This design comes from an exercise in tuning for small area on the open sky130 flow, not from production work.
Where RTL was checked, it was by simulation tests only, not by an equivalence proof against the original.
Power is estimated from default activity; no workload was simulated.

==> flow/design.v <==
module tinyrf_enc (
    input  wire        clk,
    input  wire        rst,
    input  wire [9:0]  cfg_err,
    input  wire [7:0]  cfg_p,
    input  wire [3:0]  cfg_s,
    input  wire [3:0]  cfg_r,
    input  wire [10:0] cfg_tec,
    input  wire [7:0]  cfg_addr,
    input  wire        tx_start,
    input  wire [7:0]  tx_cmd,
    output reg         carrier,
    output wire        busy,
    output wire        fault_cfg,       
    output wire        fault_overlap    
);
    localparam ST_IDLE  = 3'd0;
    localparam ST_PRE   = 3'd1;
    localparam ST_START = 3'd2;
    localparam ST_DATA  = 3'd3;
    localparam ST_STOP  = 3'd4;
    reg [2:0]  st;
    reg [7:0]  cmd;      
    reg [10:0] x;        
    reg [1:0]  u;        
    reg [4:0]  ic;
    reg [3:0]  rc;       
    wire idle = (st == ST_IDLE);
    wire cfg_ok = (cfg_err != 10'd0) && (cfg_s != 4'd0) && (cfg_r != 4'd0) &&
                  (cfg_tec < {cfg_err, 1'b0});
    assign busy = !idle;
    wire req = tx_start && !rst;
    assign fault_cfg     = req && idle && !cfg_ok;
    assign fault_overlap = req && busy;
    wire [10:0] x1    = x + 11'd1;
    wire        xwrap = (x1 == {cfg_err, 1'b0});
    wire [4:0] ic1  = ic - 5'd1;
    wire       bor  = (ic[3:0] == 4'd0);
    wire [3:0] rc1  = rc - {3'd0, (st != ST_PRE) || bor};
    wire       last = (st == ST_PRE) ? ({rc, ic[3:0]} == 8'd1) : (ic == 5'd1);
    wire cur_bit = (ic1[4:3] == 2'd2) ? cfg_addr[ic1[2:0]] :
                   (ic1[4:3] == 2'd1) ? cmd[ic1[2:0]] : ~cmd[ic1[2:0]];
    reg [1:0] last_u;
    always @(*) begin
        case (st)
            ST_START: last_u = 2'd2;
            ST_DATA:  last_u = {1'b0, cur_bit};
            ST_STOP:  last_u = 2'd3;
            default:  last_u = 2'd0;
        endcase
    end
    wire seg_end = xwrap && (u == last_u);
    always @(posedge clk) begin
        if (rst) begin
            st      <= ST_IDLE;
            carrier <= 1'b0;
        end else if (idle) begin
            if (tx_start && cfg_ok) begin
                st      <= (cfg_p != 8'd0) ? ST_PRE : ST_START;
                carrier <= 1'b1;
            end
        end else if (seg_end) begin
            if (st == ST_STOP) begin
                if (rc == 4'd1) begin
                    st <= ST_IDLE;
                end else begin
                    st      <= ST_START;
                    carrier <= 1'b1;
                end
            end else if (carrier) begin
                carrier <= 1'b0;
            end else if (last && st == ST_DATA) begin
                st <= ST_STOP;
            end else begin
                if (last)
                    st <= (st == ST_PRE) ? ST_START : ST_DATA;
                carrier <= 1'b1;
            end
        end
    end
    always @(posedge clk) begin
        if (idle) begin
            cmd <= tx_cmd;
            x   <= 11'd0;
            u   <= 2'd0;
            if (cfg_p != 8'd0) begin
                rc <= cfg_p[7:4];
                ic <= {1'b0, cfg_p[3:0]};
            end else begin
                ic <= {1'b0, cfg_s};
                rc <= cfg_r;
            end
        end else if (!seg_end) begin
            x <= xwrap ? 11'd0 : x1;
            if (xwrap)
                u <= u + 2'd1;
        end else begin
            u <= 2'd0;
            x <= (st == ST_PRE && carrier) ? cfg_tec : 11'd0;
            if (st == ST_STOP) begin
                rc <= rc1;
                ic <= {1'b0, cfg_s};
            end else if (!carrier) begin
                if (!last) begin
                    ic <= ic1;
                    if (st == ST_PRE)
                        rc <= rc1;
                end else if (st == ST_PRE) begin
                    ic <= {1'b0, cfg_s};
                    rc <= cfg_r;
                end else begin
                    ic <= 5'd24;
                end
            end
        end
    end
endmodule
module tinyrf_dec (
    input  wire        clk,
    input  wire        rst,
    input  wire [9:0]  cfg_err,
    input  wire [3:0]  cfg_s,
    input  wire [7:0]  cfg_tries,
    input  wire        cfg_tries_inf,
    input  wire        cfg_tmo_ends,
    input  wire        rx_start,
    input  wire        rf_in,
    output wire        busy,
    output wire        done,
    output reg  [1:0]  result,
    output wire [7:0]  addr,
    output wire [7:0]  cmd,
    output wire [7:0]  inv,
    output wire        valid,
    output wire        fault_cfg,       
    output wire        fault_overlap    
);
    localparam ST_IDLE   = 2'd0;    
    localparam ST_AWAIT  = 2'd1;
    localparam ST_SYNCED = 2'd2;
    localparam ST_READ   = 2'd3;
    localparam RES_EMPTY      = 2'd0;
    localparam RES_FRAME      = 2'd1;
    localparam RES_INCOMPLETE = 2'd2;
    localparam RES_NOSTART    = 2'd3;
    reg [1:0]  st;
    reg        meas;      
    reg [9:0]  c;         
    reg [3:0]  u;         
    reg [23:0] acc;
    reg        rf_prev;   
    reg        inv_ok;    
    wire cfg_ok = (cfg_err != 10'd0) && (cfg_s != 4'd0);
    wire idle   = (st == ST_IDLE);
    wire await  = (st == ST_AWAIT);
    wire synced = (st == ST_SYNCED);
    wire rd     = (st == ST_READ);
    assign busy  = !idle;
    assign done  = idle && (result != RES_EMPTY);
    assign addr  = acc[23:16];
    assign cmd   = acc[15:8];
    assign inv   = acc[7:0];
    assign valid = (result == RES_FRAME) && inv_ok;
    wire req = rx_start && !rst;
    assign fault_cfg     = req && idle && !cfg_ok;
    assign fault_overlap = req && busy;
    wire accept = rx_start && cfg_ok;
    wire rise   = rf_in && !rf_prev;
    wire answer = meas && !rf_in;            
    wire pstart = (await || rd) && !meas && rise;   
    wire wrap   = (c == 10'd1);
    wire tmo_start = await  && !meas && !rise && (u == 4'd13) && wrap;
    wire guard_end = synced && (u == 4'd1) && wrap;
    wire tmo_bit   = rd     && !meas && !rise && (u == 4'd9) && wrap;
    wire budget_spent = !cfg_tries_inf && (acc[7:0] == 8'd0);
    wire in_band = ((u == 4'd4 && wrap) || u >= 4'd5) && (u <= 4'd6);
    wire bit_bad = (u == 4'd0 && !wrap) || (u >= 4'd5);
    wire bit_one = (u >= 4'd3);
    wire synced_now = await && !budget_spent && answer && in_band && (acc[11:8] == 4'd1);
    wire bit_ok     = rd && answer && !bit_bad;
    wire nostart    = await && (budget_spent || (tmo_start && cfg_tmo_ends));
    wire incomplete = tmo_bit || (rd && answer && bit_bad);
    wire frame      = bit_ok && acc[23];
    wire restart = idle || wrap || answer || pstart;
    always @(posedge clk) begin
        if (rst)
            rf_prev <= 1'b0;
        else
            rf_prev <= rf_in;
    end
    always @(posedge clk) begin
        c <= restart ? cfg_err : c - 10'd1;
        if (idle || answer || pstart || tmo_start || guard_end)
            u <= 4'd0;
        else if (wrap && u != 4'd15)
            u <= u + 4'd1;
        meas <= (await || rd) && (meas ? rf_in : rise);
    end
    always @(posedge clk) begin
        if (rst) begin
            st     <= ST_IDLE;
            result <= RES_EMPTY;
        end else begin
            if (idle && accept) begin
                st     <= ST_AWAIT;
                result <= RES_EMPTY;
            end
            if (synced_now)
                st <= ST_SYNCED;
            if (guard_end)
                st <= ST_READ;
            if (nostart) begin
                st     <= ST_IDLE;
                result <= RES_NOSTART;
            end
            if (incomplete) begin
                st     <= ST_IDLE;
                result <= RES_INCOMPLETE;
            end
            if (frame) begin
                st     <= ST_IDLE;
                result <= RES_FRAME;
            end
        end
    end
    always @(posedge clk) begin
        if (idle) begin
            if (accept)
                acc[11:0] <= {cfg_s, cfg_tries};
        end else if (await) begin
            if (answer || tmo_start)
                acc[7:0] <= acc[7:0] - 8'd1;
            if (answer && in_band)
                acc[11:8] <= acc[11:8] - 4'd1;
            else if (answer || tmo_start)
                acc[11:8] <= cfg_s;
        end else if (synced) begin
            acc    <= 24'd1;
            inv_ok <= 1'b1;
        end else if (bit_ok) begin
            acc <= {acc[22:0], bit_one};
            if (acc[23:16] != 8'd0)
                inv_ok <= inv_ok && (bit_one != acc[7]);
        end
    end
endmodule
module tinyrf_core (
    input  wire        clk,
    input  wire        rst,
    input  wire [9:0]  enc_err,
    input  wire [7:0]  enc_p,
    input  wire [3:0]  enc_s,
    input  wire [3:0]  enc_r,
    input  wire [10:0] enc_tec,
    input  wire [7:0]  enc_addr,
    input  wire [9:0]  dec_err,
    input  wire [3:0]  dec_s,
    input  wire [7:0]  dec_tries,
    input  wire        dec_tries_inf,
    input  wire        dec_tmo_ends,
    input  wire        tx_start,
    input  wire [7:0]  tx_cmd,
    output wire        tx_carrier,
    output wire        tx_busy,
    input  wire        rx_start,
    input  wire        rf_in,
    output wire        rx_busy,
    output wire        rx_done,
    output wire [1:0]  rx_result,
    output wire [7:0]  rx_addr,
    output wire [7:0]  rx_cmd,
    output wire [7:0]  rx_inv,
    output wire        rx_valid,
    output reg  [2:0]  faults
);
    wire enc_fault_cfg, enc_fault_overlap;
    wire dec_fault_cfg, dec_fault_overlap;
    tinyrf_enc u_enc (
        .clk           (clk),
        .rst           (rst),
        .cfg_err       (enc_err),
        .cfg_p         (enc_p),
        .cfg_s         (enc_s),
        .cfg_r         (enc_r),
        .cfg_tec       (enc_tec),
        .cfg_addr      (enc_addr),
        .tx_start      (tx_start),
        .tx_cmd        (tx_cmd),
        .carrier       (tx_carrier),
        .busy          (tx_busy),
        .fault_cfg     (enc_fault_cfg),
        .fault_overlap (enc_fault_overlap)
    );
    tinyrf_dec u_dec (
        .clk           (clk),
        .rst           (rst),
        .cfg_err       (dec_err),
        .cfg_s         (dec_s),
        .cfg_tries     (dec_tries),
        .cfg_tries_inf (dec_tries_inf),
        .cfg_tmo_ends  (dec_tmo_ends),
        .rx_start      (rx_start),
        .rf_in         (rf_in),
        .busy          (rx_busy),
        .done          (rx_done),
        .result        (rx_result),
        .addr          (rx_addr),
        .cmd           (rx_cmd),
        .inv           (rx_inv),
        .valid         (rx_valid),
        .fault_cfg     (dec_fault_cfg),
        .fault_overlap (dec_fault_overlap)
    );
    always @(posedge clk) begin
        if (rst) begin
            faults <= 3'b000;
        end else begin
            faults <= faults | {dec_fault_overlap, enc_fault_overlap,
                                enc_fault_cfg | dec_fault_cfg};
        end
    end
endmodule
Settings: LEC_CHECK=0, CAP_MARGIN=20, CORE_MARGIN=2, CORE_UTILIZATION=40, PLACE_DENSITY=0.6, SLEW_MARGIN=20; clock period 10.0 ns.
standard.sh (not shown) runs the stock make flow with config.mk's settings and CLKGATE_MAP_FILE= SYNTH_SCRIPT=/design/flow/synth_recipe.tcl, a recipe that flattens the netlist after the stock synthesis.
==> flow/flow/run.sh <==
#!/bin/bash
# Layout flow: the standard ORFS flow (standard synthesis unchanged), with
# the smallest buffer on each port and a smaller clock tree without dummy loads.
set -euo pipefail
cd "$(dirname "$0")/.."
bash standard.sh \
  "BUFFER_PORTS_ARGS=-buffer_cell sky130_fd_sc_hd__buf_1" \
  "CTS_ARGS=-sink_clustering_enable -repair_clock_nets -buf_list sky130_fd_sc_hd__clkbuf_8 -dont_use_dummy_load" \
  finish > flow_make.log 2>&1
Then changed:
--- a/flow/design.v
+++ b/flow/design.v
@@ -24,5 +24,5 @@
     reg [10:0] x;        
     reg [1:0]  u;        
-    reg [4:0]  ic;
+    reg [7:0]  ic;       
     reg [3:0]  rc;       
     wire idle = (st == ST_IDLE);
@@ -35,8 +35,7 @@
     wire [10:0] x1    = x + 11'd1;
     wire        xwrap = (x1 == {cfg_err, 1'b0});
-    wire [4:0] ic1  = ic - 5'd1;
-    wire       bor  = (ic[3:0] == 4'd0);
-    wire [3:0] rc1  = rc - {3'd0, (st != ST_PRE) || bor};
-    wire       last = (st == ST_PRE) ? ({rc, ic[3:0]} == 8'd1) : (ic == 5'd1);
+    wire [7:0] ic1  = ic - 8'd1;
+    wire       last = (ic1 == 8'd0);
+    wire [3:0] rc1  = rc - 4'd1;
     wire cur_bit = (ic1[4:3] == 2'd2) ? cfg_addr[ic1[2:0]] :
                    (ic1[4:3] == 2'd1) ? cmd[ic1[2:0]] : ~cmd[ic1[2:0]];
@@ -62,5 +61,5 @@
         end else if (seg_end) begin
             if (st == ST_STOP) begin
-                if (rc == 4'd1) begin
+                if (rc1 == 4'd0) begin
                     st <= ST_IDLE;
                 end else begin
@@ -84,11 +83,6 @@
             x   <= 11'd0;
             u   <= 2'd0;
-            if (cfg_p != 8'd0) begin
-                rc <= cfg_p[7:4];
-                ic <= {1'b0, cfg_p[3:0]};
-            end else begin
-                ic <= {1'b0, cfg_s};
-                rc <= cfg_r;
-            end
+            ic  <= (cfg_p != 8'd0) ? cfg_p : {4'd0, cfg_s};
+            rc  <= cfg_r;
         end else if (!seg_end) begin
             x <= xwrap ? 11'd0 : x1;
@@ -100,16 +94,12 @@
             if (st == ST_STOP) begin
                 rc <= rc1;
-                ic <= {1'b0, cfg_s};
+                ic <= {4'd0, cfg_s};
             end else if (!carrier) begin
-                if (!last) begin
+                if (!last)
                     ic <= ic1;
-                    if (st == ST_PRE)
-                        rc <= rc1;
-                end else if (st == ST_PRE) begin
-                    ic <= {1'b0, cfg_s};
-                    rc <= cfg_r;
-                end else begin
-                    ic <= 5'd24;
-                end
+                else if (st == ST_PRE)
+                    ic <= {4'd0, cfg_s};
+                else
+                    ic <= 8'd24;
             end
         end
Clock-buffer cell count is unchanged.
Utilization grows by 0.66 points.
Global-route usage is higher by 0.38 points.
Critical path depth rises by 6.
Power rose by a quarter to a third.
Routed wire length rose by a few percent.
Worst hold slack gains 14 ps.
Only the layout flow was run in the second run of this note; the RTL was not checked for function there.

port drivers added, routing unchanged:
How much do the figures lean on ideal ports? The routed layouts below were timed once more, with nothing changed but the port constraints.
Step 1 (the two cells are an assumption about what drives the block):
set clk [get_ports {clk}]
set_driving_cell -lib_cell sky130_fd_sc_hd__clkbuf_16 $clk
set_driving_cell -lib_cell sky130_fd_sc_hd__buf_2 [delete_from_list [all_inputs] $clk]
Step 2 times the ports against the registers' clock, not the clock port: input delays grow and output delays shrink by t, the midpoint of the rising clock arrivals with the driver on.
Three values: ideal, step 1, step 2; two values: the first two.
| run | t (ns) | setup WS [ns] | worst data-port slew with drivers (ns) |
|---|---|---|---|
| the first run | 0.382 | 5.688 / 5.653 / 5.354 | 0.06 |
| the second run | 0.402 | 5.051 / 5.067 / 4.665 | 0.06 |
After both steps setup and hold are still met in every run listed. For the second run, which loses most, drivers alone change the setup slack by +0.016 ns; drivers and shift together by -0.386 ns.
